This design comes from an exercise in tuning for small area on the open sky130 flow, not from production work.
In this exercise RTL edits were held to simulation tests only and were not proved equivalent to the original.
No driver is modelled on the clock port, so clock power and skew are understated where the tree is cut down; a real chip needs a root buffer or a tree.
Power figures rest on the tool's default switching activity, not on a simulated workload.

**config.mk**
```make
export PLATFORM = sky130hd
export DESIGN_NAME = mpc_codec
export DESIGN_NICKNAME = mpc_codec
export VERILOG_FILES = /design/flow/design.v
export SDC_FILE = /design/flow/constraint.sdc
export NUM_CORES = 4
export LEC_CHECK = 0
export ABC_AREA = 1
export CAP_MARGIN = 20
export CORE_MARGIN = 2
export CORE_UTILIZATION = 40
export SLEW_MARGIN = 20
```
**constraint.sdc**
```tcl
create_clock -name core_clock -period 10.0 [get_ports {clk}]
set_input_delay 2.0000 -clock core_clock [delete_from_list [all_inputs] [get_ports {clk}]]
set_output_delay 2.0000 -clock core_clock [all_outputs]
set_load 0.01 [all_outputs]
```
**design.v**
```verilog
module mpc_codec (
    input  wire       clk,
    input  wire       rst,           
    input  wire [1:0] d_op,          
    input  wire [7:0] d_data,        
    output wire [1:0] d_cnt,         
    output wire [7:0] d_char0,
    output wire [7:0] d_char1,
    output wire [1:0] d_fault,       
    output wire       d_query,
    input  wire [1:0] e_op,          
    input  wire [7:0] e_char,
    output wire [1:0] e_cnt,         
    output wire [7:0] e_byte0,
    output wire [7:0] e_byte1,
    output wire [7:0] e_byte2,
    output wire       e_fault,       
    output wire [2:0] s_ustate,
    output wire [7:0] s_buf2,
    output wire       s_packing,
    output wire       s_pend_valid,
    output wire [7:0] s_pend
);
    localparam [2:0] ST_IDLE   = 3'd0;    
    localparam [2:0] ST_LIT1   = 3'd1;    
    localparam [2:0] ST_LIT1B2 = 3'd2;    
    localparam [2:0] ST_LIT2   = 3'd3;    
    localparam [2:0] ST_CMD    = 3'd4;    
    localparam [1:0] DOP_BYTE   = 2'd1;
    localparam [1:0] DOP_RESET  = 2'd2;
    localparam [1:0] DOP_MANUAL = 2'd3;
    localparam [1:0] EOP_PUSH  = 2'd1;
    localparam [1:0] EOP_FLUSH = 2'd2;
    localparam [2:0] ID_TOGGLE  = 3'd0;
    localparam [2:0] ID_ENABLE  = 3'd1;
    localparam [2:0] ID_DISABLE = 3'd2;
    localparam [2:0] ID_RESET   = 3'd3;
    localparam [2:0] ID_QUERY   = 3'd4;
    localparam [7:0] CMD_TOGGLE  = 8'hFD;
    localparam [7:0] CMD_ENABLE  = 8'hFB;
    localparam [7:0] CMD_DISABLE = 8'hFA;
    localparam [7:0] CMD_RESET   = 8'hF9;
    localparam [7:0] CMD_QUERY   = 8'hF8;
    localparam [127:0] DEC_TABLE = {
        8'h00, 8'h58, 8'h47, 8'h0A, 8'h2E, 8'h39, 8'h38, 8'h37,
        8'h36, 8'h35, 8'h34, 8'h33, 8'h32, 8'h31, 8'h20, 8'h30};
    function [7:0] dec;
        input [3:0] i;
        begin
            dec = DEC_TABLE[{i, 3'b000} +: 8];
        end
    endfunction
    function [3:0] nib;
        input [7:0] c;
        begin
            case (c)
                8'h30: nib = 4'd0;
                8'h20: nib = 4'd1;
                8'h31: nib = 4'd2;
                8'h32: nib = 4'd3;
                8'h33: nib = 4'd4;
                8'h34: nib = 4'd5;
                8'h35: nib = 4'd6;
                8'h36: nib = 4'd7;
                8'h37: nib = 4'd8;
                8'h38: nib = 4'd9;
                8'h39: nib = 4'd10;
                8'h2E: nib = 4'd11;
                8'h0A: nib = 4'd12;
                8'h47: nib = 4'd13;
                8'h58: nib = 4'd14;
                default: nib = 4'hF;
            endcase
        end
    endfunction
    reg [2:0] ustate;
    reg       packing;
    reg [7:0] draw;        
    reg [3:0] bufn;        
    reg [1:0] dk;
    reg       dx, dy;
    reg [2:0] ustate_n;
    reg       packing_n;
    reg [1:0] dk_n;
    reg       dx_n, dy_n;
    wire [7:0] raw = d_data;
    wire [3:0] lo  = raw[3:0];
    wire [3:0] hi  = raw[7:4];
    wire       is_ff = (raw == 8'hFF);
    always @(*) begin
        ustate_n  = ustate;
        packing_n = packing;
        dk_n      = 2'd0;
        dx_n      = 1'b0;
        dy_n      = 1'b0;
        case (d_op)
            DOP_BYTE: begin
                case (ustate)
                    ST_IDLE: begin
                        if (is_ff) begin
                            ustate_n = ST_LIT1;
                        end else if (!packing) begin
                            dk_n = 2'd1;                   
                        end else if (lo != 4'hF && hi != 4'hF) begin
                            dk_n = 2'd2; dy_n = 1'b1;      
                        end else if (hi == 4'hF) begin
                            dk_n = 2'd1; dy_n = 1'b1;      
                            ustate_n = ST_LIT2;
                        end else begin
                            ustate_n = ST_LIT1B2;          
                        end
                    end
                    ST_LIT1: begin
                        if (is_ff) begin
                            ustate_n = ST_CMD;
                        end else if (packing) begin
                            dk_n = 2'd1;                   
                            ustate_n = ST_LIT2;
                        end else begin
                            dk_n = 2'd2; dx_n = 1'b1;      
                            ustate_n = ST_IDLE;
                        end
                    end
                    ST_LIT2: begin
                        if (is_ff) begin
                            dx_n = 1'b1;                   
                            ustate_n = ST_LIT1;
                        end else begin
                            dk_n = 2'd1;                   
                            ustate_n = ST_IDLE;
                        end
                    end
                    ST_LIT1B2: begin
                        if (is_ff) begin
                            dx_n = 1'b1; dy_n = 1'b1;      
                            ustate_n = ST_LIT1;
                        end else begin
                            dk_n = 2'd2;                   
                            ustate_n = ST_IDLE;
                        end
                    end
                    default: begin   
                        if (is_ff) begin
                            dy_n = 1'b1;                   
                        end else begin
                            ustate_n = ST_IDLE;
                            case (raw)
                                CMD_TOGGLE:  packing_n = ~packing;
                                CMD_ENABLE:  packing_n = 1'b1;
                                CMD_DISABLE: packing_n = 1'b0;
                                CMD_RESET:   ;
                                CMD_QUERY:   dk_n = 2'd3;
                                default:     dy_n = 1'b1;  
                            endcase
                        end
                    end
                endcase
            end
            DOP_RESET: begin
                ustate_n = ST_IDLE;
            end
            DOP_MANUAL: begin
                case (d_data[2:0])
                    ID_TOGGLE:  begin packing_n = ~packing; ustate_n = ST_IDLE; end
                    ID_ENABLE:  begin packing_n = 1'b1;     ustate_n = ST_IDLE; end
                    ID_DISABLE: begin packing_n = 1'b0;     ustate_n = ST_IDLE; end
                    ID_RESET:   ustate_n = ST_IDLE;
                    ID_QUERY:   dk_n = 2'd3;
                    default:    ;
                endcase
            end
            default: ;
        endcase
    end
    always @(posedge clk) begin
        if (rst) begin
            ustate  <= ST_IDLE;
            packing <= 1'b0;
            dk      <= 2'd0;
            dx      <= 1'b0;
            dy      <= 1'b0;
        end else begin
            ustate  <= ustate_n;
            packing <= packing_n;
            dk      <= dk_n;
            dx      <= dx_n;
            dy      <= dy_n;
        end
    end
    always @(posedge clk) begin
        draw <= d_data;
        if (ustate != ST_LIT1B2)
            bufn <= d_data[7:4];
    end
    wire [7:0] dec_sel = dec(bufn);
    assign d_cnt   = (dk == 2'd3) ? 2'd0 : dk;
    assign d_query = (dk == 2'd3);
    assign d_fault = (dk == 2'd0) ? {dx, dy} : 2'd0;
    assign d_char0 = dy ? dec(draw[3:0]) : (draw | {8{dx}});
    assign d_char1 = dx ? draw : dec_sel;
    assign s_ustate  = ustate;
    assign s_packing = packing;
    assign s_buf2    = dec_sel;
    reg       pend_valid;
    reg [7:0] pend;        
    reg [7:0] echr;        
    reg       e_emit;      
    reg       e_fl;        
    wire e_push  = (e_op == EOP_PUSH);
    wire e_flush = (e_op == EOP_FLUSH);
    wire c_is_ff = (e_char == 8'hFF);
    always @(posedge clk) begin
        if (rst) begin
            pend_valid <= 1'b0;
            e_emit     <= 1'b0;
            e_fl       <= 1'b0;
        end else begin
            if (e_push && !c_is_ff)
                pend_valid <= ~pend_valid;
            else if (e_flush)
                pend_valid <= 1'b0;
            e_emit <= pend_valid && ((e_push && !c_is_ff) || e_flush);
            e_fl   <= e_push ? c_is_ff : (e_flush && pend_valid);
        end
    end
    always @(posedge clk) begin
        echr <= e_char;
        if (!pend_valid)
            pend <= e_char;
    end
    wire [3:0] n1 = nib(pend);
    wire [3:0] n2 = nib(echr);
    wire       f1 = (n1 == 4'hF);
    wire       f2 = (n2 == 4'hF) && !e_fl;
    assign e_fault = !e_emit && e_fl;
    assign e_cnt   = {e_emit & (f1 | f2), e_emit & ~(f1 ^ f2)};
    assign e_byte0 = {n2 | {4{e_fl}}, n1};
    assign e_byte1 = f1 ? pend : echr;
    assign e_byte2 = echr;
    assign s_pend_valid = pend_valid;
    assign s_pend       = pend;
endmodule
```
**flow/run.sh**
```bash
#!/bin/bash
# Own layout flow: the standard synthesis, then the combinational logic
# re-mapped with a stronger ABC script (registers kept by name and cell type),
# then the standard layout with the smallest buffer on the ports.
set -euo pipefail
W=$PWD
R=$W/orfs/results/$FLOW_PLATFORM/mpc_codec/base
LIB=$FLOW_HOME/platforms/$FLOW_PLATFORM/lib/sky130_fd_sc_hd__tt_025C_1v80.lib

bash standard.sh synth > $W/1_standard_synth.log 2>&1
cp $R/1_2_yosys.v $W/standard_synth.v

# ABC's deep synthesis is randomised: run it with eight seeds, four at a
# time, and keep the smallest netlist
for wave in "1 2 3 4" "5 6 7 8"; do
  for s in $wave; do
    sed "s/@SEED@/$s/" $W/flow/remap.abc.in > $W/remap_$s.abc
    REMAP_LIB=$LIB REMAP_IN=$W/standard_synth.v REMAP_OUT=$W/remapped_$s.v REMAP_TOP=$FLOW_TOP \
    REMAP_ABC=$W/remap_$s.abc REMAP_STAT=$W/remap_stat_$s.txt \
      yosys -c $W/flow/remap.tcl > $W/2_remap_$s.log 2>&1 &
  done
  wait
done
best=$(for s in 1 2 3 4 5 6 7 8; do
  a=$(awk '/Chip area/ {print $NF}' $W/remap_stat_$s.txt 2>/dev/null || true)
  [[ -n "$a" ]] && echo "$a $s"
done | sort -g | head -1 | cut -d' ' -f2)
echo "remap: best seed ${best:-none}" > $W/2_remap_choice.log
if [[ -n "$best" ]]; then
  cp $W/remapped_$best.v $W/remapped.v
  cp $W/remapped.v $R/1_2_yosys.v
fi
rm -f $R/1_synth.odb
export BUFFER_PORTS_ARGS="-buffer_cell sky130_fd_sc_hd__buf_1"
export CTS_ARGS="-sink_clustering_enable -repair_clock_nets -buf_list sky130_fd_sc_hd__clkbuf_4 -sink_clustering_size 14 -sink_clustering_max_diameter 100 -dont_use_dummy_load"
bash standard.sh > $W/3_standard_layout.log 2>&1
```
**flow/remap.abc.in**
```
strash
&get -n
&st
&deepsyn -T 30 -S @SEED@
&dch -f
&nf -R 1000
&put
```
**flow/remap.tcl**
```tcl
# Re-map the combinational logic of the standard synthesis netlist with a
# stronger ABC script. Registers (and tie cells) are kept as instances, so
# their names and cell types stay those of the standard synthesis.
yosys -import
set lib $::env(REMAP_LIB)
read_liberty -ignore_miss_func $lib
set keep [list sky130_fd_sc_hd__dfxtp_1 sky130_fd_sc_hd__edfxtp_1 sky130_fd_sc_hd__dfrtp_1 \
             sky130_fd_sc_hd__dfstp_1 sky130_fd_sc_hd__sdfxtp_1 sky130_fd_sc_hd__conb_1]
foreach m $keep {
  catch {setattr -mod -set keep_hierarchy 1 $m}
}
read_verilog $::env(REMAP_IN)
hierarchy -top $::env(REMAP_TOP)
flatten
# wires inside the flattened library cells
yosys rename -hide w:*.*
opt -purge
set dont {-dont_use *probe* -dont_use *lpflow*}
abc -script $::env(REMAP_ABC) -liberty $lib {*}$dont
foreach m $keep { blackbox $m }
hierarchy -top $::env(REMAP_TOP)
opt_clean -purge
splitnets
opt_clean -purge
hilomap -singleton -hicell sky130_fd_sc_hd__conb_1 HI -locell sky130_fd_sc_hd__conb_1 LO
insbuf -buf sky130_fd_sc_hd__buf_1 A X
# the check refuses names with '/' or ':'
# left out here: hide names made inside functions
tee -o $::env(REMAP_STAT) stat -top $::env(REMAP_TOP) -liberty $lib
write_verilog -noattr -nohex -nodec $::env(REMAP_OUT)
```
**standard.sh**
```bash
#!/bin/bash
# synth_recipe.tcl (not shown) runs the flow's synth.tcl, then flattens the netlist and writes it again
# the make line also repeats each setting of config.mk as NAME=value (left out here)
make -C /OpenROAD-flow-scripts/flow DESIGN_CONFIG=/design/flow/config.mk WORK_HOME=/design/flow/orfs CLKGATE_MAP_FILE= SYNTH_SCRIPT=/design/flow/synth_recipe.tcl "${@:-finish}"
```
==> results of run 1 <==
==> layout make-up <==
cell class | count | area, sq um | area share [%]
clock buffers | 5 | 37.5 | 1.51
inverters | 9 | 33.8 | 1.36
repair buffers | 89 | 334 | 13.5
multi-input cells | 189 | 1090 | 43.9
flip-flops and latches | 39 | 901 | 36.3
well taps | 67 | 83.8 | 3.38
==> per-layer routing <==
layer / share of wire, % / vias up / wire length, um / GRT usage, %
met5: 0 / - / 0 / 0
met2: 44 / 59 / 2220 / 24.7
met3: 5.1 / 9 / 256 / 4.15
met1: 49 / 917 / 2500 / 25.5
met4: 1.7 / 0 / 84 / 6.04
li1: - / 1055 / - / -
==> registers in the layout, indices dropped and copies added (netlist names), 2 cells and up <==
name	cells
dk	2
draw	8
echr	8
pend	8
bufn	4
ustate	3
==> worst max-delay path, delay by kind of cell (launching register included) <==
kind	cells	cell delay, ns
compound gates	6	1.27
buf+inv	1	0.17
simple gates	2	0.50
flops	1	0.48
==> power groups by stage <==
| stage | clock network (mW) | logic [mW] | registers (mW) |
|---|---|---|---|
| global route | 0.0750 | 0.0706 | 0.187 |
| floorplan | 0 | 0.0379 | 0.187 |
| CTS | 0.0685 | 0.0633 | 0.185 |
| detailed placement | 0 | 0.0630 | 0.189 |
| global placement | 0 | 0.0627 | 0.189 |
| finish | 0.0654 | 0.0627 | 0.185 |
==> path summary, 6_finish.rpt <==
check | from | endpoint | cells after the start
worst max register to register | ustate[2] | dk[0] | 5
worst min-delay path | pend_valid | pend_valid | 2
worst min register to register | pend_valid | pend_valid | 2
worst max-delay path | pend[1] | e_cnt[0] | 9
==> results.txt, run 1 <==
- The run finished with no timing, DRC or antenna violations.
- The count of input and output buffers is 89.
- Of the total power, the clock network draws 20.9%.
- The clock-pin transition on the worst setup and hold timing paths is 0.11 ns.
- The number of global-route vias before repair is 1565.
- After detailed routing, the number of remaining DRC violations is 0.
- After technology mapping, the gate count stands at 238.
- The critical-path cell with the highest stage delay is sky130_fd_sc_hd__edfxtp_1.
- The maximum clock path buffer count is 2.
- The cell-internal power is 221 uW.
- The most frequent standard cell in the layout excluding fill and tap cells is sky130_fd_sc_hd__buf_1.
- The area of the core region is 4820 sq um.
- The number of warnings issued by yosys is 1.
- The type of element launching the critical path is a flop.
- The first detailed-routing pass took 4 iterations.
- The worst path in the final design needs a cycle of 4.75 ns, including I/O delays and setup.
- The path class of the tightest hold or removal check is flop to flop.
- The power dissipated by switching net loads is 92.7 uW.
- The root buffer cell chosen for the clock tree is sky130_fd_sc_hd__clkbuf_4.
- Measured along the y axis, the die boundary spans 75.2 um.
- The average via count per standard cell is 5.13.
- At the later pin of the worst-skew pair, clock insertion delay measures 0.33 ns.
- VDD sags by at most 0.0000535 V.
- The final-layout fill cell count is 519.
- The x dimension of the die is 75.2 um.
- The part of the total power dissipated in sequential elements is 59.1%.
- The worst-case clock skew is 0.0144 ns.
- The H-tree was split into 2 levels.
- The total setup violations reported at the end of the flow is 0.
- The cell count after placement is 393.
- The detailed router finished its first iteration with 105 violations.
- The max-slew violation total from the final report was 0.
- The timing-limited maximum frequency is 210 MHz.
- Along the worst path, the maximum fanout reaches 13.
- Setup slack on the worst reg-to-reg path comes out at 8.43 ns.
- Once placement finished, the instance area stood at 2440 sq um.
- The number of antenna violations at the first check in global routing is 0.
- TritonCTS built the clock tree.
- The worst slack on hold paths is 0.524 ns.
- The number of clock buffers added by TritonCTS is 5.
- The aggregate routed wire length is 5060 um.
- The number of cells in the finished layout apart from fillers is 398.
- The cell with the most instances on the worst path is sky130_fd_sc_hd__o21ai_0.
- The per-cell routed wire length is 12.7 um.
- The power density relative to cell area is 126 nW/um^2.
- The worst setup path is captured at an output port.
- The routability congestion estimate is 0.847.
- Hold repair after CTS inserted 0 buffers.
- The HPWL after detailed placement is 4010 um.
- The signed area change from the synthesized netlist to the final layout is 22.3%.
- The starting density of the core is 42.1%.
- The largest single stage delay on the critical path is 0.48 ns.
- The arrival time reported for the critical path endpoint is 2.75 ns.
- Summed over all layers, the global routing overflow is 0.
- The required time at the worst-slack endpoint is 8.00 ns.
- Global routing consumed, over all layers together, 17.3% of the routing resources.
- The final design utilization is 51.5%.
- Entering global routing, the biggest net connects 14 pins.
- The count of final hold-check violations came to 0.
- The proportion of layout cells with a drive suffix above 1 is 1.51%.
- The post-synthesis area per instance is 8.52 sq um.
- The aggregate negative setup slack is 0 ns.
- The leakage power total is 0.861 nW.
- The number of antenna cells inserted is 0.
- The post-route total power is 313 uW.
- The number of rows created at floorplan is 25.
- The number of buffers added for setup after CTS is 0.
- Of the total power, the share spent switching nets is 29.6%.
- The post-cts resize count is 0.
- The finished cells cover 2480 sq um.
- The die covers 5650 sq um.
- The top cell types in the final layout, fill and taps aside, are 89 x sky130_fd_sc_hd__buf_1, 31 x sky130_fd_sc_hd__nor2_1, 27 x sky130_fd_sc_hd__dfxtp_1.
- The final clock period utilization by the worst path is 47.5%.
- Setup repair after global routing left no endpoint under its margin.
- Max-cap violations in this run came to 0.
- The count of nets after finishing is 355.
- The routed layout has 2040 vias.
- The critical path in this run is classified as flop to output port.
- Prior to clock tree synthesis, the placed netlist has a worst setup slack of 5.61 ns.
- Counting every net in the synthesized netlist gives 260.
- Of the total power, combinational logic draws 20.0%.
- The number of ports placed on the die boundary is 91.
- Across all setup checks in the final design, the least slack found is 5.25 ns.
- Traced cell by cell, the critical path runs through nor2b_1, or3_1, a21oi_1, o21ai_0, a31oi_1, a21o_1, o21ai_0, a21boi_0, buf_1.
- The clock sink total is 39.
- Once detail routing completed, the nets flagged for antenna violations numbered 0.
- The first global-routing pass estimated 7430 um of wire.
- In this run the cell area of the synthesized design comes to 2030 sq um.
==> run 2: changes to the inputs <==
--- a/flow/run.sh
+++ b/flow/run.sh
@@ -32,5 +32,5 @@
 fi
 rm -f $R/1_synth.odb
 export BUFFER_PORTS_ARGS="-buffer_cell sky130_fd_sc_hd__buf_1"
-export CTS_ARGS="-sink_clustering_enable -repair_clock_nets -buf_list sky130_fd_sc_hd__clkbuf_4 -sink_clustering_size 14 -sink_clustering_max_diameter 100 -dont_use_dummy_load"
+export CTS_ARGS="-sink_clustering_enable -repair_clock_nets -buf_list sky130_fd_sc_hd__clkbuf_4 -sink_clustering_size 14 -sink_clustering_max_diameter 400 -dont_use_dummy_load"
 bash standard.sh > $W/3_standard_layout.log 2>&1
==> run 2 against run 1 <==
Against the previous run:
- combinational power is 5.4% lower
- cell area is 0.50% higher
- power is 0.70% lower
- first-iteration DRC count is 10% higher
- wire length is 0.87% higher
- critical path depth stayed put
- core utilization is 0.26 points higher
- worst setup slack worse by 0.018 ns
- area after synthesis is 0.62% higher
- non-clock buffer count stayed put
- global-route usage is 1.0 points higher
==> results.txt, run 2 <==
- The synthesized instance count is 233 (-2.1%).
- The number of ports placed on the die boundary is 91 (unchanged).
- TritonCTS built the clock tree.
- The number of maximum-capacitance constraint violations was 0 (unchanged).
- The worst setup path is captured at an output port.
- The power dissipated by switching net loads is 91.8 uW (-0.97%).
- The total area of multi-input combinational cells is 1110 sq um (+2.2%).
- The number of antenna violations at the first check in global routing is 0 (unchanged).
- The aggregate routed wire length is 5110 um (+0.87%).
- The largest net degree at the start of global routing was 18 (+4).
- The signal on the critical path passes through clkinv_1, nor2_1, a22o_1, nand3_1, o211ai_1, nand3_1, or3_1, a21boi_0, buf_1.
- The measured slew at the worst slew-check pin is 0.579 ns.
- The signed area change from the synthesized netlist to the final layout is 22.1%.
- The average via count per standard cell came to 5.22 (+1.9%).
- The shortest clock period the worst path allows after layout is 4.77 ns (+0.0182 ns).
- The area of the core region is 4820 sq um (unchanged).
- The total number of vias is 2052 (+0.59%).
- The post-synth design cell area is 2040 sq um (+0.62%).
- The final setup slack of the worst path came to 5.23 ns (-0.0182 ns).
- The tree is rooted in a sky130_fd_sc_hd__clkbuf_4.
- The required time at the worst-slack endpoint is 8.00 ns (about the same).
- The max-slew violation total from the final report is 0 (unchanged).
- The final-layout fill cell count is 511 (-1.5%).
- The number of buffers added for setup after CTS is 0 (unchanged).
- The routability congestion estimate is 0.838 (-1.1%).
- The timing-limited maximum frequency was 210 MHz (-0.38%).
- The arrival time reported for the critical path endpoint is 2.77 ns (+0.02 ns).
- The clock-pin transition on the worst setup and hold timing paths is 0.11 ns (about the same).
- The post-route antenna net violation count is 0 (unchanged).
- The per-cell routed wire length came to 13.0 um (+2.2%).
- The critical path start-end classification is flop to output port.
- The count of nets after finishing is 350 (-1.4%).
- The global-route usage over all layers is 18.3% (+1.0 points).
- The number of warnings issued by yosys is 1 (unchanged).
- The number of global-route vias before repair is 1704 (+8.9%).
- The total setup violations reported at the end of the flow is 0 (unchanged).
- The leakage power total came to 0.860 nW (-0.11%).
- The cell-internal power is 219 uW (-0.60%).
- The number of buffers inserted during clock tree synthesis is 5 (unchanged).
- In the layout the commonest cells are 89 x sky130_fd_sc_hd__buf_1, 27 x sky130_fd_sc_hd__dfxtp_1, 26 x sky130_fd_sc_hd__nand2_1, 26 x sky130_fd_sc_hd__nor2_1, 16 x sky130_fd_sc_hd__a21oi_1.
- The maximum clock path buffer count is 2 (unchanged).
- The maximum single-stage delay on the critical path is 0.49 ns (about the same).
- The count of input and output buffers came to 89 (unchanged).
- The hold buffer count at CTS is 0 (unchanged).
- Setup repair after global routing left no endpoint under its margin.
- The overall die area is 5690 sq um (+0.59%).
- The instance area at placement was 2450 sq um (+0.51%).
- The type of element launching the critical path is a flop.
- The final design instance area without fill is 2490 sq um (+0.50%).
- The switching power share of the total is 29.5% (-0.078 points).
- The clock sink total is 39 (unchanged).
- The total global routing overflow is 0 (unchanged).
- The number of rows created at floorplan is 25 (unchanged).
- The power density relative to cell area was 125 nW/um^2 (-1.2%).
- The post-synthesis area per instance is 8.75 sq um (+2.8%).
- The post-cts resize count is 0 (unchanged).
- The maximum fanout count along the critical path is 15 (+2).
- The HPWL after detailed placement is 3970 um (-1.0%).
- The violation count after the first detailed-route iteration is 116 (+10%).
- The floorplan die height is 75.4 um (+0.29%).
- The proportion of power drawn by the clock network was 21.5% (+0.6 points).
- The flow ran to the end and the layout has no timing, DRC or antenna violations.
- The part of the total power dissipated in sequential elements is 59.4% (+0.3 points).
- Leaving out fill and tap cells, the most frequent cell in the layout is sky130_fd_sc_hd__buf_1.
- The detailed-router iteration count before antenna repair came to 4 (unchanged).
- The count of final hold-check violations is 0 (unchanged).
- The worst ir drop on vdd is 0.0000906 V (+69%).
- The aggregate negative setup slack is 0 ns (unchanged).
- For this design, the slowest cell found on the critical path is sky130_fd_sc_hd__or3_1.
- The part of the total power dissipated in combinational logic came to 19.1% (-0.9 points).
- The later-pin clock latency in the skew report is 0.33 ns (about the same).
- The final clock period utilization by the worst path came to 47.7% (+0.18 points).
- The worst slack on hold paths is 0.534 ns (+0.0102 ns).
- The x dimension of the die came to 75.4 um (+0.29%).
- The post-place setup slack was 5.60 ns (-0.0128 ns).
- The proportion of layout cells with a drive suffix above 1 is 1.53% (+0.023 points).
- The first-pass GRT wire length is 8010 um (+7.8%).
- The min-delay analysis places its worst path in the category flop to flop.
- Among the stages of the critical path, the cell type that occurs most often is sky130_fd_sc_hd__nand3_1.
- The number of antenna cells inserted came to 0 (unchanged).
- The H-tree depth is 2 (unchanged).
- The starting density of the core is 42.3% (+0.26 points).
- The net count after synthesis is 255 (-1.9%).
- The combined flip-flop and latch cell area came to 901 sq um (unchanged).
- The worst-case clock skew is 0.0141 ns (-0.000378 ns).
- The number of remaining DRC errors is 0 (unchanged).
- The largest registers in the layout are draw x8, echr x8, pend x8.
- Measured against its own limit, the worst slew margin works out to 61.4%.
==> run 2: cell types whose count changed in the layout (fill, tap and decap cells not counted), sizes merged, moves of 2 or more <==
cell / delta
a22o: +2
a21oi: +4
nor2: -5
o21bai: -2
clkinv: -3
o41ai: +2
o21ai: -8
or4: +2
nor3: -4
nor4: +2
o22ai: -2
nand3b: -4
nand2b: +2
nor2b: +3
==> run 2: area by class of cell <==
class	count	share of cell area [%]
clock buffer	5	1.51
inverter	6	0.904
multi-input combinational	187	44.7
sequential	39	36.2
tap	67	3.37
timing repair buffer	89	13.4
==> run 2: worst max-delay path, delay by kind of cell, from the launching register on <==
| kind | cells | cell delay (ns) |
|---|---|---|
| buffers and inverters | 2 | 0.30 |
| AOI/OAI and AO/OA | 3 | 0.50 |
| and+or+nand+nor | 4 | 1.20 |
| DFF | 1 | 0.44 |
==> run 2: final timing paths <==
kind	startpoint	end	slack (ns)	depth (start not counted)
worst max register to register	ustate[0]	ustate[0]	8.01	7
worst max-delay path	pend[4]	e_cnt[0]	5.23	9
worst min-delay path	pend_valid	pend_valid	0.53	2
worst min register to register	pend_valid	pend_valid	0.53	2
==> run 2: through the flow <==
stage          instances  utilization, %  total power, mW
2_1_floorplan        233               -            0.223
3_3_place_gp         388            50.9            0.248
3_5_place_dp         388            50.9            0.248
4_1_cts              393            51.7            0.315
5_1_grt              393            51.7            0.330
6_report             393            51.7            0.311
==> run 2: power by group through the flow <==
stage | Clock [mW] | Sequential [mW] | Combinational [mW]
floorplan | 0 | 0.187 | 0.0356
global placement | 0 | 0.188 | 0.0597
detailed placement | 0 | 0.189 | 0.0597
CTS | 0.0704 | 0.185 | 0.0600
global route | 0.0765 | 0.187 | 0.0673
finish | 0.0669 | 0.185 | 0.0593
==> run 2: metal layers <==
metal / up-vias / track usage, % / wire, um
met5: - / 0 / 0
li1: 1060 / - / -
met1: 923 / 25.5 / 2500
met4: 0 / 4.68 / 48
met3: 5 / 4.37 / 241
met2: 64 / 28.8 / 2320
==> run 3: changes to the inputs <==
--- a/flow/run.sh
+++ b/flow/run.sh
@@ -32,5 +32,11 @@
 fi
 rm -f $R/1_synth.odb
 export BUFFER_PORTS_ARGS="-buffer_cell sky130_fd_sc_hd__buf_1"
-export CTS_ARGS="-sink_clustering_enable -repair_clock_nets -buf_list sky130_fd_sc_hd__clkbuf_4 -sink_clustering_size 14 -sink_clustering_max_diameter 400 -dont_use_dummy_load"
-bash standard.sh > $W/3_standard_layout.log 2>&1
+export CTS_ARGS="-sink_clustering_enable -repair_clock_nets -buf_list sky130_fd_sc_hd__clkbuf_4 -sink_clustering_size 14 -sink_clustering_max_diameter 100 -dont_use_dummy_load"
+bash standard.sh cts > $W/3_standard_to_cts.log 2>&1
+cp $R/4_1_cts.odb $W/cts_with_root.odb
+DROP_IN=$W/cts_with_root.odb DROP_OUT=$R/4_1_cts.odb DROP_CLK=clk \
+  openroad -no_init -exit $W/flow/drop_root.tcl > $W/4_drop_root.log 2>&1
+cp $R/4_1_cts.odb $R/4_cts.odb
+touch $R/4_cts.sdc
+bash standard.sh > $W/5_standard_layout.log 2>&1
==> flow/drop_root.tcl (new file) <==
read_db $::env(DROP_IN)
set block [ord::get_db_block]
set port_net [$block findNet $::env(DROP_CLK)]
set root "NULL"
if { $port_net ne "NULL" } {
  set its [$port_net getITerms]
  if { [llength $its] == 1 } {
    set root [[lindex $its 0] getInst]
  }
}
if { $root ne "NULL" && [string match "*clkbuf*" [[$root getMaster] getName]] } {
  set out_net [[$root findITerm X] getNet]
  set loads [list]
  foreach it [$out_net getITerms] {
    if { [$it isInputSignal] } { lappend loads $it }
  }
  set ok 1
  foreach it $loads {
    if { ![string match "*clkbuf*" [[[$it getInst] getMaster] getName]] } { set ok 0 }
  }
  if { $ok && [llength $loads] >= 1 && [llength $loads] <= 4 } {
    puts "dropping root buffer [$root getName], [llength $loads] leaf buffers"
    foreach it $loads {
      $it disconnect
      $it connect $port_net
    }
    [$root findITerm A] disconnect
    [$root findITerm X] disconnect
    odb::dbInst_destroy $root
    odb::dbNet_destroy $out_net
  } else {
    puts "root buffer kept"
  }
} else {
  puts "no root buffer found"
}
write_db $::env(DROP_OUT)
==> run 3 against run 2 <==
Against the previous run:
- critical path depth did not move
- sequential power about the same
- power is 2.6% lower
- core utilization shrank 0.42 points
- largest cell class unchanged
==> results.txt, run 3 <==
- The total global routing overflow is 0 (unchanged).
- The critical path start-end classification is flop to output port.
- The number of remaining DRC errors is 0 (unchanged).
- The worst-case clock skew is 0.0143 ns (+0.000235 ns).
- The aggregate routed wire length is 5020 um (-1.7%).
- The aggregate negative setup slack is 0 ns (unchanged).
- The HPWL after detailed placement is 4010 um (+1.0%).
- The post-synthesis area per instance came to 8.52 sq um (-2.7%).
- The worst hold path terminates at pend_valid.
- In this run the critical register-to-register path is captured at dk[0].
- The power density relative to cell area is 123 nW/um^2 (-1.9%).
- The detailed-router iteration count before antenna repair is 4 (unchanged).
- The worst reg-to-reg setup slack was 8.43 ns (+0.42 ns).
- The type of element launching the critical path is a flop.
- The arrival time reported for the critical path endpoint came to 2.58 ns (-0.19 ns).
- The final clock period utilization by the worst path was 45.8% (-1.9 points).
- The signed area change from the synthesized netlist to the final layout is 21.9%.
- The flow ran to the end and the layout has no timing, DRC or antenna violations.
- The floorplan die height is 75.2 um (-0.29%).
- The instance count along the most critical hold path came to 2 (unchanged).
- The number of global-route vias before repair is 1562 (-8.3%).
- The count of input and output buffers came to 89 (unchanged).
- The final setup slack of the worst path was 5.42 ns (+0.191 ns).
- The post-cts resize count is 0 (unchanged).
- The post-route antenna net violation count is 0 (unchanged).
- The first-pass GRT wire length is 7380 um (-7.8%).
- The number of rows created at floorplan is 25 (unchanged).
- The worst slack on hold paths is 0.524 ns (-0.0102 ns).
- The final-layout fill cell count came to 519 (+1.6%).
- The average via count per standard cell came to 5.15 (-1.3%).
- The timing-limited maximum frequency was 218 MHz (+4.2%).
- The post-synth design cell area is 2030 sq um (-0.61%).
- The clock-pin transition on the worst setup and hold timing paths is 0.11 ns (about the same).
- The number of antenna violations at the first check in global routing is 0 (unchanged).
- The later-pin clock latency in the skew report is 0.17 ns (-0.16 ns).
- Setup repair after global routing left no endpoint under its margin.
- The largest net degree at the start of global routing is 14 (-4).
- The cell count of the worst reg-to-reg path was 5 (-2).
- In the final layout, the registers with the most flip-flops are draw x8, echr x8, pend x8.
- STA classifies the critical path endpoint as an output port.
- The total area of multi-input combinational cells came to 1090 sq um (-2.1%).
- The number of maximum-capacitance constraint violations is 0 (unchanged).
- The startpoint identified for the worst hold timing path is pend_valid.
- The global-route usage over all layers is 17.0% (-1.3 points).
- The area of the core region is 4820 sq um (unchanged).
- The most frequent standard cell in the layout excluding fill and tap cells is sky130_fd_sc_hd__buf_1.
- The routability congestion estimate was 0.847 (+1.1%).
- The count of final hold-check violations is 0 (unchanged).
- The number of ports placed on the die boundary came to 91 (unchanged).
- The starting density of the core is 42.1% (-0.26 points).
- The number of antenna cells inserted is 0 (unchanged).
- The total number of vias came to 2045 (-0.34%).
- The shortest clock period the worst path allows after layout is 4.58 ns (-0.191 ns).
- The maximum fanout count along the critical path is 13 (-2).
- The synthesized instance count is 238 (+2.1%).
- The clock sink total was 39 (unchanged).
- The number of warnings issued by yosys is 1 (unchanged).
- The number of buffers added for setup after CTS came to 0 (unchanged).
- The startpoint identified for the worst register-to-register timing path is ustate[2].
- The proportion of layout cells with a drive suffix above 1 is 1.21% (-0.32 points).
- The overall die area is 5650 sq um (-0.58%).
- The total setup violations reported at the end of the flow was 0 (unchanged).
- The post-place setup slack is 5.61 ns (+0.0128 ns).
- The violation count after the first detailed-route iteration is 104 (-10%).
- The count of nets after finishing is 354 (+1.1%).
- The required time at the worst-slack endpoint is 8.00 ns (about the same).
- The worst ir drop on vdd was 0.0000535 V (-41%).
- The max-slew violation total from the final report is 0 (unchanged).
- The leakage power total is 0.857 nW (-0.43%).
- The net count after synthesis is 260 (+2.0%).
- The per-cell routed wire length is 12.6 um (-2.7%).
- The class of the worst hold path is flop to flop.
- In the layout the commonest cells are 89 x sky130_fd_sc_hd__buf_1, 31 x sky130_fd_sc_hd__nor2_1, 27 x sky130_fd_sc_hd__dfxtp_1.
- The hold buffer count at CTS came to 0 (unchanged).
- The x dimension of the die was 75.2 um (-0.29%).
- The combined flip-flop and latch cell area came to 901 sq um (unchanged).
-- run 3: worst max-delay path, stage by stage (launching register included) --
cell and delay [ns]:
sky130_fd_sc_hd__edfxtp_1 0.48, sky130_fd_sc_hd__nor2b_1 0.19, sky130_fd_sc_hd__or3_1 0.31, sky130_fd_sc_hd__a21oi_1 0.13, sky130_fd_sc_hd__o21ai_0 0.12, sky130_fd_sc_hd__a31oi_1 0.28, sky130_fd_sc_hd__a21o_1 0.38, sky130_fd_sc_hd__o21ai_0 0.18
sky130_fd_sc_hd__a21boi_0 0.17, sky130_fd_sc_hd__buf_1 0.17
-- run 3: report_power, final --
part	switching [mW]	internal, mW	leakage (nW)
clock network	0.0358	0.0192	0.0184
logic	0.0379	0.0249	0.489
registers	0.0129	0.172	0.349
total	0.0866	0.216	0.857
-- run 3: cell type report --
class                      instances  share of cell area, %
multi-input combinational        189                   44.1
sequential                        39                   36.5
timing repair buffer              89                   13.5
clock buffer                       4                   1.22
tap                               67                   3.39
inverter                           9                   1.37
-- run 3: metal layers --
metal	up-vias	track usage [%]	share of wire [%]
met5	-	0	0
met2	66	24.7	45
met3	2	3.75	6.0
met1	921	25.5	49
li1	1056	-	-
met4	0	4.87	0.30
-- run 3: stage by stage --
stage	total power, mW	util (%)	instances	instance area (sq um)
after floorplan	0.225	-	238	2030
after global placement	0.251	50.7	393	2440
after detailed placement	0.252	50.7	393	2440
after CTS	0.317	51.5	398	2480
after global routing	0.320	51.3	397	2470
final	0.303	51.3	397	2470
-- run 3: worst max-delay path by stage --
stage	start	endpoint	slack [ns]	depth (start not counted)
after floorplan	pend[4]	e_cnt[0]	5.67	8
after global placement	pend[1]	e_cnt[0]	5.72	9
after detailed placement	pend[1]	e_cnt[0]	5.61	9
after CTS	pend[1]	e_cnt[0]	5.22	9
after global routing	pend[1]	e_cnt[0]	5.20	9
final	pend[1]	e_cnt[0]	5.42	9
==> run 4: changes to the inputs <==
==> flow/run.sh (replaced) <==
#!/bin/bash
# Own layout flow: the standard synthesis, then the combinational logic
# re-mapped with a stronger ABC script (registers kept by name and cell type),
# then the standard layout with the smallest buffer on the ports and the
# clock tree's root buffer dropped.
set -euo pipefail
W=$PWD
R=$W/orfs/results/$FLOW_PLATFORM/mpc_codec/base
LIB=$FLOW_HOME/platforms/$FLOW_PLATFORM/lib/sky130_fd_sc_hd__tt_025C_1v80.lib

bash standard.sh synth > $W/1_standard_synth.log 2>&1
cp $R/1_2_yosys.v $W/standard_synth.v

# The two channels share no logic, so each is re-mapped on its own: first
# the decoder's gates (stage 1), then the rest (stage 2). ABC's deep
# synthesis is randomised: each stage runs eight seeds, four at a time, and
# keeps the smallest result.
run_stage() {  # stage input output-prefix
  local stage=$1 in=$2 pre=$3 wave s
  for wave in "1 2 3 4" "5 6 7 8"; do
    for s in $wave; do
      sed "s/@SEED@/$s/" $W/flow/remap.abc.in > $W/remap_${stage}_$s.abc
      REMAP_STAGE=$stage REMAP_LIB=$LIB REMAP_IN=$in REMAP_OUT=$W/${pre}_$s REMAP_TOP=$FLOW_TOP \
      REMAP_PART_OUTS="o:d_* o:s_ustate o:s_buf2 o:s_packing" \
      REMAP_ABC=$W/remap_${stage}_$s.abc REMAP_STAT=$W/remap_stat_${stage}_$s.txt \
        yosys -c $W/flow/remap_part.tcl > $W/2_remap_${stage}_$s.log 2>&1 &
    done
    wait
  done
  for s in 1 2 3 4 5 6 7 8; do
    a=$(awk '/Chip area/ {print $NF}' $W/remap_stat_${stage}_$s.txt 2>/dev/null || true)
    [[ -n "$a" && -s $W/${pre}_$s ]] && echo "$a $s"
  done | sort -g | head -1 | cut -d' ' -f2
}
best1=$(run_stage 1 $W/standard_synth.v stage1.il)
best2=""
if [[ -n "$best1" ]]; then
  best2=$(run_stage 2 $W/stage1.il_$best1 stage2.v)
fi
echo "remap: stage 1 seed ${best1:-none}, stage 2 seed ${best2:-none}" > $W/2_remap_choice.log
if [[ -n "$best2" ]]; then
  cp $W/stage2.v_$best2 $W/remapped.v
  cp $W/remapped.v $R/1_2_yosys.v
fi
rm -f $R/1_synth.odb
export BUFFER_PORTS_ARGS="-buffer_cell sky130_fd_sc_hd__buf_1"
export CTS_ARGS="-sink_clustering_enable -repair_clock_nets -buf_list sky130_fd_sc_hd__clkbuf_4 -sink_clustering_size 14 -sink_clustering_max_diameter 100 -dont_use_dummy_load"
bash standard.sh cts > $W/3_standard_to_cts.log 2>&1
cp $R/4_1_cts.odb $W/cts_with_root.odb
DROP_IN=$W/cts_with_root.odb DROP_OUT=$R/4_1_cts.odb DROP_CLK=clk \
  openroad -no_init -exit $W/flow/drop_root.tcl > $W/4_drop_root.log 2>&1
cp $R/4_1_cts.odb $R/4_cts.odb
touch $R/4_cts.sdc
bash standard.sh > $W/5_standard_layout.log 2>&1
==> flow/remap_part.tcl (new file) <==
# Re-map one part of the standard synthesis netlist with ABC.
#   REMAP_STAGE 1: read the standard netlist (REMAP_IN), keep registers and tie
#     cells as instances, flatten the rest into gates and map only the gates
#     that feed the outputs named in REMAP_PART_OUTS (one channel of the
#     design, through its registers); save the design as RTLIL.
#   REMAP_STAGE 2: read that RTLIL and map the remaining gates, then write the
#     netlist (REMAP_OUT).
# Either stage writes the mapped cell area to REMAP_STAT.
yosys -import
set lib $::env(REMAP_LIB)
set keep [list sky130_fd_sc_hd__dfxtp_1 sky130_fd_sc_hd__edfxtp_1 sky130_fd_sc_hd__dfrtp_1 \
             sky130_fd_sc_hd__dfstp_1 sky130_fd_sc_hd__sdfxtp_1 sky130_fd_sc_hd__conb_1]
set dont {-dont_use *probe* -dont_use *lpflow*}
if { $::env(REMAP_STAGE) == 1 } {
  read_liberty -ignore_miss_func $lib
  foreach m $keep {
    catch {setattr -mod -set keep_hierarchy 1 $m}
  }
  read_verilog $::env(REMAP_IN)
  hierarchy -top $::env(REMAP_TOP)
  flatten
  # wires inside the flattened library cells
  yosys rename -hide w:*.*
  opt -purge
  yosys cd $::env(REMAP_TOP)
  set pats [list]
  foreach o $::env(REMAP_PART_OUTS) {
    lappend pats $o
    if { [llength $pats] > 1 } { lappend pats %u }
  }
  select -set part {*}$pats %ci*
  select -set gates @part {t:$_*} %i
  abc -script $::env(REMAP_ABC) -liberty $lib {*}$dont @gates
  yosys cd ..
  opt_clean -purge
  write_rtlil $::env(REMAP_OUT)
  tee -o $::env(REMAP_STAT) stat -liberty $lib $::env(REMAP_TOP)
} else {
  read_rtlil $::env(REMAP_IN)
  yosys cd $::env(REMAP_TOP)
  select -set gates {t:$_*}
  abc -script $::env(REMAP_ABC) -liberty $lib {*}$dont @gates
  yosys cd ..
  foreach m $keep { blackbox $m }
  hierarchy -top $::env(REMAP_TOP)
  opt_clean -purge
  splitnets
  opt_clean -purge
  hilomap -singleton -hicell sky130_fd_sc_hd__conb_1 HI -locell sky130_fd_sc_hd__conb_1 LO
  insbuf -buf sky130_fd_sc_hd__buf_1 A X
  # the check refuses names with '/' or ':'
# left out here: hide names made inside functions
  tee -o $::env(REMAP_STAT) stat -top $::env(REMAP_TOP) -liberty $lib
  write_verilog -noattr -nohex -nodec $::env(REMAP_OUT)
}
removed: flow/remap.tcl
==> run 4 against run 3 <==
Against the previous run:
- largest power group unchanged
- largest cell class unchanged
- wire length up 0.72%
- sequential power about the same
- critical path depth unchanged
- combinational power down 7.6%
- via count down 0.98%
- power down 1.9%
- synthesized cell count down 3.4%
- global-route usage up 0.59 points
- worst hold slack worse by 0.0083 ns
- core utilization up 0.13 points
==> results.txt, run 4 <==
- The final clock period utilization by the worst path was 46.3% (+0.51 points).
- The instance area at placement is 2430 sq um (-0.41%).
- The met3 usage is 3.75% (unchanged).
- The signed area change from the synthesized netlist to the final layout came to 22.0% (about the same).
- The worst-case clock skew is 0.00570 ns (-0.00860 ns).
- The worst setup path is captured at an output port.
- The post-synthesis area per instance is 8.77 sq um (+3.0%).
- The measured slew at the worst slew-check pin is 0.879 ns.
- The max-slew violation total from the final report is 0 (unchanged).
- The total global routing overflow is 0 (unchanged).
- The final-layout fill cell count is 498 (-4.0%).
- The met1 track demand over resource in global routing is 25.2% (-0.36 points).
- The post-synth design cell area was 2020 sq um (-0.49%).
- met2 is the most crowded layer.
- The clock-pin transition on the worst setup and hold timing paths came to 0.10 ns (about the same).
- The overall die area is 5630 sq um (-0.46%).
- The min-delay analysis places its worst path in the category flop to flop.
- The timing-limited maximum frequency is 216 MHz (-1.1%).
- The final design instance area without fill came to 2460 sq um (-0.41%).
- The number of warnings issued by yosys is 1 (unchanged).
- The clock sink total is 39 (unchanged).
- The routability congestion estimate was 0.857 (+1.2%).
- The x dimension of the die was 75.0 um (-0.23%).
- The total number of vias is 2025 (-0.98%).
- The count of input and output buffers was 89 (unchanged).
- The number of antenna cells inserted is 0 (unchanged).
- Setup repair after global routing left no endpoint under its margin.
- The count of final hold-check violations is 0 (unchanged).
- The per-cell routed wire length was 13.0 um (+2.8%).
- The number of antenna violations at the first check in global routing was 0 (unchanged).
- The aggregate negative setup slack is 0 ns (unchanged).
- The worst pin sits at a relative slew slack of 41.2%.
- The number of buffers added for setup after CTS is 0 (unchanged).
- The aggregate routed wire length is 5060 um (+0.72%).
- The global routing met2 resource utilization is 27.0% (+2.3 points).
- The required time at the worst-slack endpoint was 8.00 ns (about the same).
- The post-place setup slack is 5.55 ns (-0.0667 ns).
- The area of the core region is 4790 sq um (-0.65%).
- The number of global-route vias before repair is 1710 (+9.5%).
- The first-pass GRT wire length was 7670 um (+3.9%).
- The most frequent standard cell in the layout excluding fill and tap cells is sky130_fd_sc_hd__buf_1.
- The detailed-router iteration count before antenna repair was 5 (+1).
- The proportion of layout cells with a drive suffix above 1 is 1.24% (+0.030 points).
- The worst ir drop on vdd was 0.0000521 V (-2.7%).
- The HPWL after detailed placement is 4010 um (about the same).
- The final setup slack of the worst path came to 5.37 ns (-0.0511 ns).
- The largest net degree at the start of global routing is 18 (+4).
- The number of maximum-capacitance constraint violations is 0 (unchanged).
- The synthesized instance count is 230 (-3.4%).
- The post-route total power came to 297 uW (-1.9%).
- The average via count per standard cell is 5.21 (+1.1%).
- The count of nets after finishing is 346 (-2.3%).
- The combined flip-flop and latch cell area came to 901 sq um (unchanged).
- The type of element launching the critical path is a flop.
- The global-route usage over all layers was 17.6% (+0.59 points).
- The critical path start-end classification is flop to output port.
- The total area of multi-input combinational cells came to 1080 sq um (-0.92%).
- The floorplan die height is 75.0 um (-0.23%).
- In the layout the commonest cells are 89 x sky130_fd_sc_hd__buf_1, 28 x sky130_fd_sc_hd__nand2_1, 27 x sky130_fd_sc_hd__dfxtp_1.
- The number of ports placed on the die boundary is 91 (unchanged).
- The number of rows created at floorplan is 25 (unchanged).
- The power density relative to cell area came to 121 nW/um^2 (-1.5%).
- The shortest clock period the worst path allows after layout came to 4.63 ns (+0.0511 ns).
- The number of remaining DRC errors is 0 (unchanged).
- In the final layout, the registers with the most flip-flops are draw x8, echr x8, pend x8.
- The hold buffer count at CTS is 0 (unchanged).
- The arrival time reported for the critical path endpoint came to 2.63 ns (+0.05 ns).
- The flow ran to the end and the layout has no timing, DRC or antenna violations.
- The leakage power total came to 0.833 nW (-2.8%).
- The starting density of the core is 42.1% (+0.066 points).
- The net count after synthesis is 252 (-3.1%).
- The post-route antenna net violation count is 0 (unchanged).
- The maximum fanout count along the critical path is 11 (-2).
- The post-cts resize count is 0 (unchanged).
- The later-pin clock latency in the skew report is 0.16 ns (about the same).
- The total setup violations reported at the end of the flow came to 0 (unchanged).
- The violation count after the first detailed-route iteration is 49 (-53%).
-- run 4: changes by cell type in the layout (fill, tap and decap cells not counted), moves of 2 or more --
cell                        previous run  this run
sky130_fd_sc_hd__nand3_1               6         4
sky130_fd_sc_hd__nand2b_1             10         8
sky130_fd_sc_hd__o31a_1                2         0
sky130_fd_sc_hd__a21oi_1              12        17
sky130_fd_sc_hd__nor2_1               31        26
sky130_fd_sc_hd__a2111oi_0             0         2
sky130_fd_sc_hd__nand3b_1              6         0
sky130_fd_sc_hd__and3_1                0         2
sky130_fd_sc_hd__nor3b_1               4         6
sky130_fd_sc_hd__a221oi_1              2         0
sky130_fd_sc_hd__o21ai_0              21         9
sky130_fd_sc_hd__nand2_1              25        28
-- run 4: power breakdown --
| part | leakage, nW | total [mW] | internal (mW) | switching [mW] |
|---|---|---|---|---|
| registers | 0.349 | 0.185 | 0.172 | 0.0126 |
| logic | 0.465 | 0.0580 | 0.0230 | 0.0350 |
| clock network | 0.0184 | 0.0544 | 0.0192 | 0.0353 |
-- run 4: critical path: stages, from the launching register on --
cell,delay (ns)
sky130_fd_sc_hd__edfxtp_1,0.49
sky130_fd_sc_hd__nor2b_1,0.21
sky130_fd_sc_hd__o22ai_1,0.16
sky130_fd_sc_hd__a21oi_1,0.09
sky130_fd_sc_hd__o221ai_1,0.18
sky130_fd_sc_hd__nor2_1,0.10
sky130_fd_sc_hd__nor2_1,0.69
sky130_fd_sc_hd__clkinv_1,0.21
sky130_fd_sc_hd__a21o_1,0.22
sky130_fd_sc_hd__buf_1,0.12
-- run 4: area by class of cell --
| class | instances | share of cell area (%) |
|---|---|---|
| Timing Repair Buffer | 89 | 13.6 |
| Tap cell | 67 | 3.41 |
| Multi-Input combinational cell | 181 | 43.8 |
| Sequential cell | 39 | 36.6 |
| Inverter | 9 | 1.37 |
| Clock buffer | 4 | 1.22 |
-- run 4: through the flow --
stage | std cells | util, % | hold slack (ns)
2_1_floorplan | 230 | - | 0.523
3_3_place_gp | 385 | 50.8 | 0.507
3_5_place_dp | 385 | 50.8 | 0.508
4_1_cts | 390 | 51.6 | 0.523
5_1_grt | 389 | 51.4 | 0.548
6_report | 389 | 51.4 | 0.516
-- run 4: final timing paths --
check / from / end / slack (ns) / depth (start not counted)
hold / removal: pend_valid / pend_valid / 0.52 / 2
hold reg to reg: pend_valid / pend_valid / 0.52 / 2
setup / recovery: pend[4] / e_byte1[7] / 5.37 / 9
setup reg to reg: ustate[2] / packing / 8.30 / 5
-- run 4: per-layer routing --
metal | part of all wire [%] | wire length [um]
met2 | 46 | 2330
met5 | 0 | 0
met1 | 47 | 2370
met4 | 0.14 | 7
met3 | 6.9 | 349
==> run 5: changes to the inputs <==
==> flow/run.sh (replaced) <==
#!/bin/bash
# Own layout flow: the standard synthesis, then the combinational logic
# re-mapped with a stronger ABC script (registers kept by name and cell type),
# then the standard layout with the smallest buffer on the ports and the
# clock tree's root buffer dropped.
set -euo pipefail
W=$PWD
R=$W/orfs/results/$FLOW_PLATFORM/mpc_codec/base
LIB=$FLOW_HOME/platforms/$FLOW_PLATFORM/lib/sky130_fd_sc_hd__tt_025C_1v80.lib

bash standard.sh synth > $W/1_standard_synth.log 2>&1
cp $R/1_2_yosys.v $W/standard_synth.v

# The combinational logic is re-mapped in four parts, one after the other:
# the logic in front of the decoder's outputs (after its registers), the rest
# of the decoder's logic (before its registers), the same for the encoder,
# then anything left. ABC's deep synthesis is randomised: each part runs
# eight seeds, four at a time, and keeps the smallest result.
FF_STOP=":-sky130_fd_sc_hd__dfxtp_1[D]:-sky130_fd_sc_hd__edfxtp_1[D,DE]"
DEC_OUTS="o:d_* o:s_ustate %u o:s_buf2 %u o:s_packing %u"
ENC_OUTS="o:e_* o:s_pend %u o:s_pend_valid %u"
run_part() {  # part first last input selection
  local part=$1 first=$2 last=$3 in=$4 sel=$5 wave s ext
  ext=il; [[ $last == 1 ]] && ext=v
  for wave in "1 2 3 4" "5 6 7 8"; do
    for s in $wave; do
      sed "s/@SEED@/$s/" $W/flow/remap.abc.in > $W/remap_${part}_$s.abc
      REMAP_FIRST=$first REMAP_LAST=$last REMAP_LIB=$LIB REMAP_IN=$in \
      REMAP_OUT=$W/part${part}_$s.$ext REMAP_TOP=$FLOW_TOP REMAP_SEL="$sel" \
      REMAP_ABC=$W/remap_${part}_$s.abc REMAP_STAT=$W/remap_stat_${part}_$s.txt \
        yosys -c $W/flow/remap_part.tcl > $W/2_remap_${part}_$s.log 2>&1 &
    done
    wait
  done
  for s in 1 2 3 4 5 6 7 8; do
    a=$(awk '/Chip area/ {print $NF}' $W/remap_stat_${part}_$s.txt 2>/dev/null || true)
    [[ -n "$a" && -s $W/part${part}_$s.$ext ]] && echo "$a $s"
  done | sort -g | head -1 | cut -d' ' -f2
}
b1=$(run_part 1 1 0 $W/standard_synth.v "$DEC_OUTS %ci*$FF_STOP")
b2=""; b3=""; b4=""
[[ -n "$b1" ]] && b2=$(run_part 2 0 0 $W/part1_$b1.il "$DEC_OUTS %ci*")
[[ -n "$b2" ]] && b3=$(run_part 3 0 0 $W/part2_$b2.il "$ENC_OUTS %ci*$FF_STOP")
[[ -n "$b3" ]] && b4=$(run_part 4 0 1 $W/part3_$b3.il "*")
echo "remap: seeds ${b1:-none} ${b2:-none} ${b3:-none} ${b4:-none}" > $W/2_remap_choice.log
if [[ -n "$b4" ]]; then
  cp $W/part4_$b4.v $W/remapped.v
  cp $W/remapped.v $R/1_2_yosys.v
fi
rm -f $R/1_synth.odb
export BUFFER_PORTS_ARGS="-buffer_cell sky130_fd_sc_hd__buf_1"
export CTS_ARGS="-sink_clustering_enable -repair_clock_nets -buf_list sky130_fd_sc_hd__clkbuf_4 -sink_clustering_size 14 -sink_clustering_max_diameter 100 -dont_use_dummy_load"
bash standard.sh cts > $W/3_standard_to_cts.log 2>&1
cp $R/4_1_cts.odb $W/cts_with_root.odb
DROP_IN=$W/cts_with_root.odb DROP_OUT=$R/4_1_cts.odb DROP_CLK=clk \
  openroad -no_init -exit $W/flow/drop_root.tcl > $W/4_drop_root.log 2>&1
cp $R/4_1_cts.odb $R/4_cts.odb
touch $R/4_cts.sdc
bash standard.sh > $W/5_standard_layout.log 2>&1
==> flow/remap_part.tcl (replaced) <==
# Re-map one part of the standard synthesis netlist with ABC.
# REMAP_FIRST 1: read the standard netlist (REMAP_IN, Verilog), keep registers
#   and tie cells as instances and flatten the rest into gates; otherwise read
#   the RTLIL a previous part wrote.
# Map the gates in the selection REMAP_SEL that are not mapped yet.
# REMAP_LAST 1: finish the netlist and write it as Verilog; otherwise write
#   RTLIL for the next part. Writes the mapped cell area to REMAP_STAT.
yosys -import
set lib $::env(REMAP_LIB)
set keep [list sky130_fd_sc_hd__dfxtp_1 sky130_fd_sc_hd__edfxtp_1 sky130_fd_sc_hd__dfrtp_1 \
             sky130_fd_sc_hd__dfstp_1 sky130_fd_sc_hd__sdfxtp_1 sky130_fd_sc_hd__conb_1]
set dont {-dont_use *probe* -dont_use *lpflow*}
if { $::env(REMAP_FIRST) } {
  read_liberty -ignore_miss_func $lib
  foreach m $keep {
    catch {setattr -mod -set keep_hierarchy 1 $m}
  }
  read_verilog $::env(REMAP_IN)
  hierarchy -top $::env(REMAP_TOP)
  flatten
  # wires inside the flattened library cells
  yosys rename -hide w:*.*
  opt -purge
} else {
  read_rtlil $::env(REMAP_IN)
}
yosys cd $::env(REMAP_TOP)
select -set part {*}$::env(REMAP_SEL)
select -set gates @part {t:$_*} %i
abc -script $::env(REMAP_ABC) -liberty $lib {*}$dont @gates
yosys cd ..
if { $::env(REMAP_LAST) } {
  foreach m $keep { catch {blackbox $m} }
  hierarchy -top $::env(REMAP_TOP)
  opt_clean -purge
  splitnets
  opt_clean -purge
  hilomap -singleton -hicell sky130_fd_sc_hd__conb_1 HI -locell sky130_fd_sc_hd__conb_1 LO
  insbuf -buf sky130_fd_sc_hd__buf_1 A X
  # the check refuses names with '/' or ':'
# left out here: hide names made inside functions
  write_verilog -noattr -nohex -nodec $::env(REMAP_OUT)
  tee -o $::env(REMAP_STAT) stat -liberty $lib $::env(REMAP_TOP)
} else {
  opt_clean -purge
  write_rtlil $::env(REMAP_OUT)
  tee -o $::env(REMAP_STAT) stat -liberty $lib $::env(REMAP_TOP)
}
==> run 5 against run 4 <==
Against the previous run:
- critical path type unchanged
- wire length is 6.7% higher
- combinational power increased by 2%
- via count up 4.5%
- critical endpoint unchanged
- sequential power about the same
- core utilization shrank 1.6 points
- register-to-register slack improved by 0.15 ns
- non-clock buffer count unchanged
==> results.txt, run 5 <==
- Setup repair after global routing left no endpoint under its margin.
- The count of input and output buffers is 89 (unchanged).
- The power dissipated by switching net loads is 85.3 uW (+3.0%).
- The instance count along the most critical hold path is 2 (unchanged).
- The count of final hold-check violations was 0 (unchanged).
- The arrival time reported for the critical path endpoint is 2.75 ns (+0.12 ns).
- The run finished with no timing, DRC or antenna violations.
- The endpoint class of the critical path is an output port.
- Walking the worst path, the cells encountered are clkinv_1, a21oi_1, nor3_1, a221oi_1, nor4b_1, nor2_1, clkinv_1, a21o_1, buf_1.
- The worst register-to-register path ends at ustate[2].
- The total number of vias was 2117 (+4.5%).
- The post-cts resize count is 0 (unchanged).
- The post-synthesis area per instance came to 8.45 sq um (-3.7%).
- The worst-case clock skew came to 0.0129 ns (+0.00718 ns).
- The most frequent standard cell in the layout excluding fill and tap cells is sky130_fd_sc_hd__buf_1.
- The critical-path cell with the highest stage delay is sky130_fd_sc_hd__nor2_1.
- The post-route total power is 299 uW (+0.68%).
- The proportion of layout cells with a drive suffix above 1 is 1.18% (-0.059 points).
- The number of ports placed on the die boundary was 91 (unchanged).
- The x dimension of the die came to 76.1 um (+1.4%).
- The number of warnings issued by yosys is 1 (unchanged).
- For hold timing, the worst endpoint is ustate[1].
- The worst setup path is launched from a flop.
- The clock sink total is 39 (unchanged).
- The number of maximum-capacitance constraint violations was 0 (unchanged).
- The floorplan die height is 76.1 um (+1.4%).
- The measured slew at the worst slew-check pin is 0.925 ns (+0.0461 ns).
- The detailed-router iteration count before antenna repair is 4 (-1).
- The maximum single-stage delay on the critical path came to 0.71 ns (+0.02 ns).
- The worst setup path is of the flop to output port kind.
- The kind of cell with the highest combined delay along the critical path is simple AND/OR/NAND/NOR gates.
- The worst reg-to-reg setup slack was 8.45 ns (+0.15 ns).
- The leakage power total is 0.881 nW (+5.8%).
- The number of antenna cells inserted is 0 (unchanged).
- The HPWL after detailed placement is 4230 um (+5.5%).
- The signed area change from the synthesized netlist to the final layout is 21.6%.
- The worst ir drop on vdd came to 0.0000620 V (+19%).
- The relative slew slack was 38.1% (-3.1 points).
- The number of global-route vias before repair was 1888 (+10%).
- The area of the core region is 5070 sq um (+6.0%).
- The count of buffer and inverter cells on the critical path is 3 (+1).
- The critical path depth in cells is 9 (unchanged).
- The post-route antenna net violation count is 0 (unchanged).
- The violation count after the first detailed-route iteration was 87 (+78%).
- The synthesized instance count is 246 (+7.0%).
- The aggregate routed wire length is 5390 um (+6.7%).
- The worst hold path begins at ustate[1].
- The final clock period utilization by the worst path is 47.5% (+1.2 points).
- The cell count of the worst reg-to-reg path is 6 (+1).
- The shortest clock period the worst path allows after layout is 4.75 ns (+0.120 ns).
- The power density relative to cell area is 118 nW/um^2 (-1.9%).
- The routability congestion estimate came to 0.843 (-1.7%).
- The number of rows created at floorplan is 26 (+4.0%).
- The later-pin clock latency in the skew report is 0.16 ns (about the same).
- The net count after synthesis is 268 (+6.3%).
- The library cells used most frequently in the layout, excluding fill and tap cells, are 89 x sky130_fd_sc_hd__buf_1, 32 x sky130_fd_sc_hd__nor2_1, 27 x sky130_fd_sc_hd__dfxtp_1.
- The per-cell routed wire length was 13.2 um (+1.7%).
- The aggregate negative setup slack was 0 ns (unchanged).
- The max-slew violation total from the final report is 0 (unchanged).
- The part of the total power dissipated in combinational logic was 19.8% (+0.3 points).
- The post-synth design cell area is 2080 sq um (+3.0%).
- The number of buffers added for setup after CTS is 0 (unchanged).
- The first-pass GRT wire length came to 8830 um (+15%).
- The post-place setup slack is 5.48 ns (-0.0670 ns).
- The maximum fanout count along the critical path came to 15 (+4).
- The class of the worst hold path is flop to flop.
- The largest registers in the layout are draw x8, echr x8, pend x8.
- The timing-limited maximum frequency is 210 MHz (-2.5%).
- The switching power share of the total is 28.5% (+0.64 points).
- The hold buffer count at CTS is 0 (unchanged).
- The required time at the worst-slack endpoint is 8.00 ns (about the same).
- The number of antenna violations at the first check in global routing is 0 (unchanged).
- The overall die area came to 5790 sq um (+2.9%).
- The average via count per standard cell came to 5.19 (-0.33%).
- The total setup violations reported at the end of the flow is 0 (unchanged).
- The largest net degree at the start of global routing is 17 (-1).
- The final setup slack of the worst path is 5.25 ns (-0.120 ns).
- Counting stages on the worst path, the most repeated cell is sky130_fd_sc_hd__clkinv_1.
- The number of remaining DRC errors is 0 (unchanged).
- The proportion of power drawn by the clock network was 18.7% (+0.4 points).
- The total global routing overflow is 0 (unchanged).
- The worst slack on hold paths is 0.511 ns (-0.00508 ns).
- The starting density of the core is 41.0% (-1.2 points).
- The global-route usage over all layers is 18.2% (+0.59 points).
- The cell-internal power is 214 uW (-0.22%).
- The part of the total power dissipated in sequential elements came to 61.5% (-0.7 points).
- The source of the worst register-to-register timing path is packing.
- The clock-pin transition on the worst setup and hold timing paths is 0.11 ns (about the same).
- The count of nets after finishing is 362 (+4.6%).
[run 5: worst min-delay path, delay by kind of cell (launching register included)]
kind,cells,cell delay [ns]
compound gates,1,0.07
buf+inv,1,0.05
flops,1,0.34
[run 5: how the worst max path moves through the flow]
stage,startpoint,end
global route,pend[0],e_byte1[7]
finish,pend[3],e_byte1[7]
CTS,pend[3],e_byte1[7]
floorplan,pend[3],e_byte1[4]
detailed placement,pend[3],e_byte1[7]
global placement,pend[3],e_byte1[7]
[run 5: power groups by stage]
stage          sequential, mW  combinational, mW  clock, mW
2_1_floorplan           0.187             0.0348          0
3_3_place_gp            0.188             0.0587          0
3_5_place_dp            0.188             0.0591          0
4_1_cts                 0.184             0.0594     0.0701
5_1_grt                 0.186             0.0658     0.0636
6_report                0.184             0.0592     0.0559
[run 5: layout make-up]
type / instances / area (sq um)
Clock buffer: 4 / 30.0
Fill cell: 548 / 2550
Inverter: 17 / 63.8
Multi-Input combinational cell: 189 / 1110
Sequential cell: 39 / 901
Tap cell: 70 / 87.6
Timing Repair Buffer: 89 / 334
[run 5: stage by stage]
step	std cells	utilization (%)	instance area, sq um
2_1_floorplan	246	-	2080
3_3_place_gp	404	49.2	2500
3_5_place_dp	404	49.2	2500
4_1_cts	409	49.9	2530
5_1_grt	408	49.8	2530
6_report	408	49.8	2530
[run 5: routing by layer]
layer	part of all wire [%]	routed length (um)	GRT usage (%)
met5	0	0	0
met2	45	2400	29.1
met1	48	2560	24.0
met4	1.8	99	6.36
met3	6.1	329	4.62

[static timing again, ports no longer ideal]
No port has a modelled driver above. Below, the same layouts with a new extraction and two added sets of constraints.
Step 1: set_driving_cell puts a clkbuf_16 on clk and a buf_2 on each other input, an assumption about the parent block.
Step 2 also shifts input and output timing later by t, the mid clock arrival at the registers, as if the neighbouring blocks saw the same clock.
a / b / c = no drivers / after step 1 / after step 2; a / b = the first two.
| run | t, ns | slack for setup (ns) | worst setup path after step 2 | clock arrival spread, ns | worst data-port slew with drivers (ns) |
|---|---|---|---|---|---|
| run 1 | 0.346 | 5.245 / 5.223 / 5.568 | register to output | 0.021 / 0.021 | 0.03 |
| run 2 | 0.347 | 5.227 / 5.205 / 5.552 | register to output | 0.018 / 0.018 | 0.03 |
| run 3 | 0.197 | 5.418 / 5.379 / 5.575 | register to output | 0.019 / 0.019 | 0.03 |
| run 4 | 0.195 | 5.367 / 5.327 / 5.522 | register to output | 0.008 / 0.007 | 0.04 |
| run 5 | 0.199 | 5.247 / 5.204 / 5.403 | register to output | 0.018 / 0.018 | 0.05 |
After both steps setup and hold are still met in every run listed.
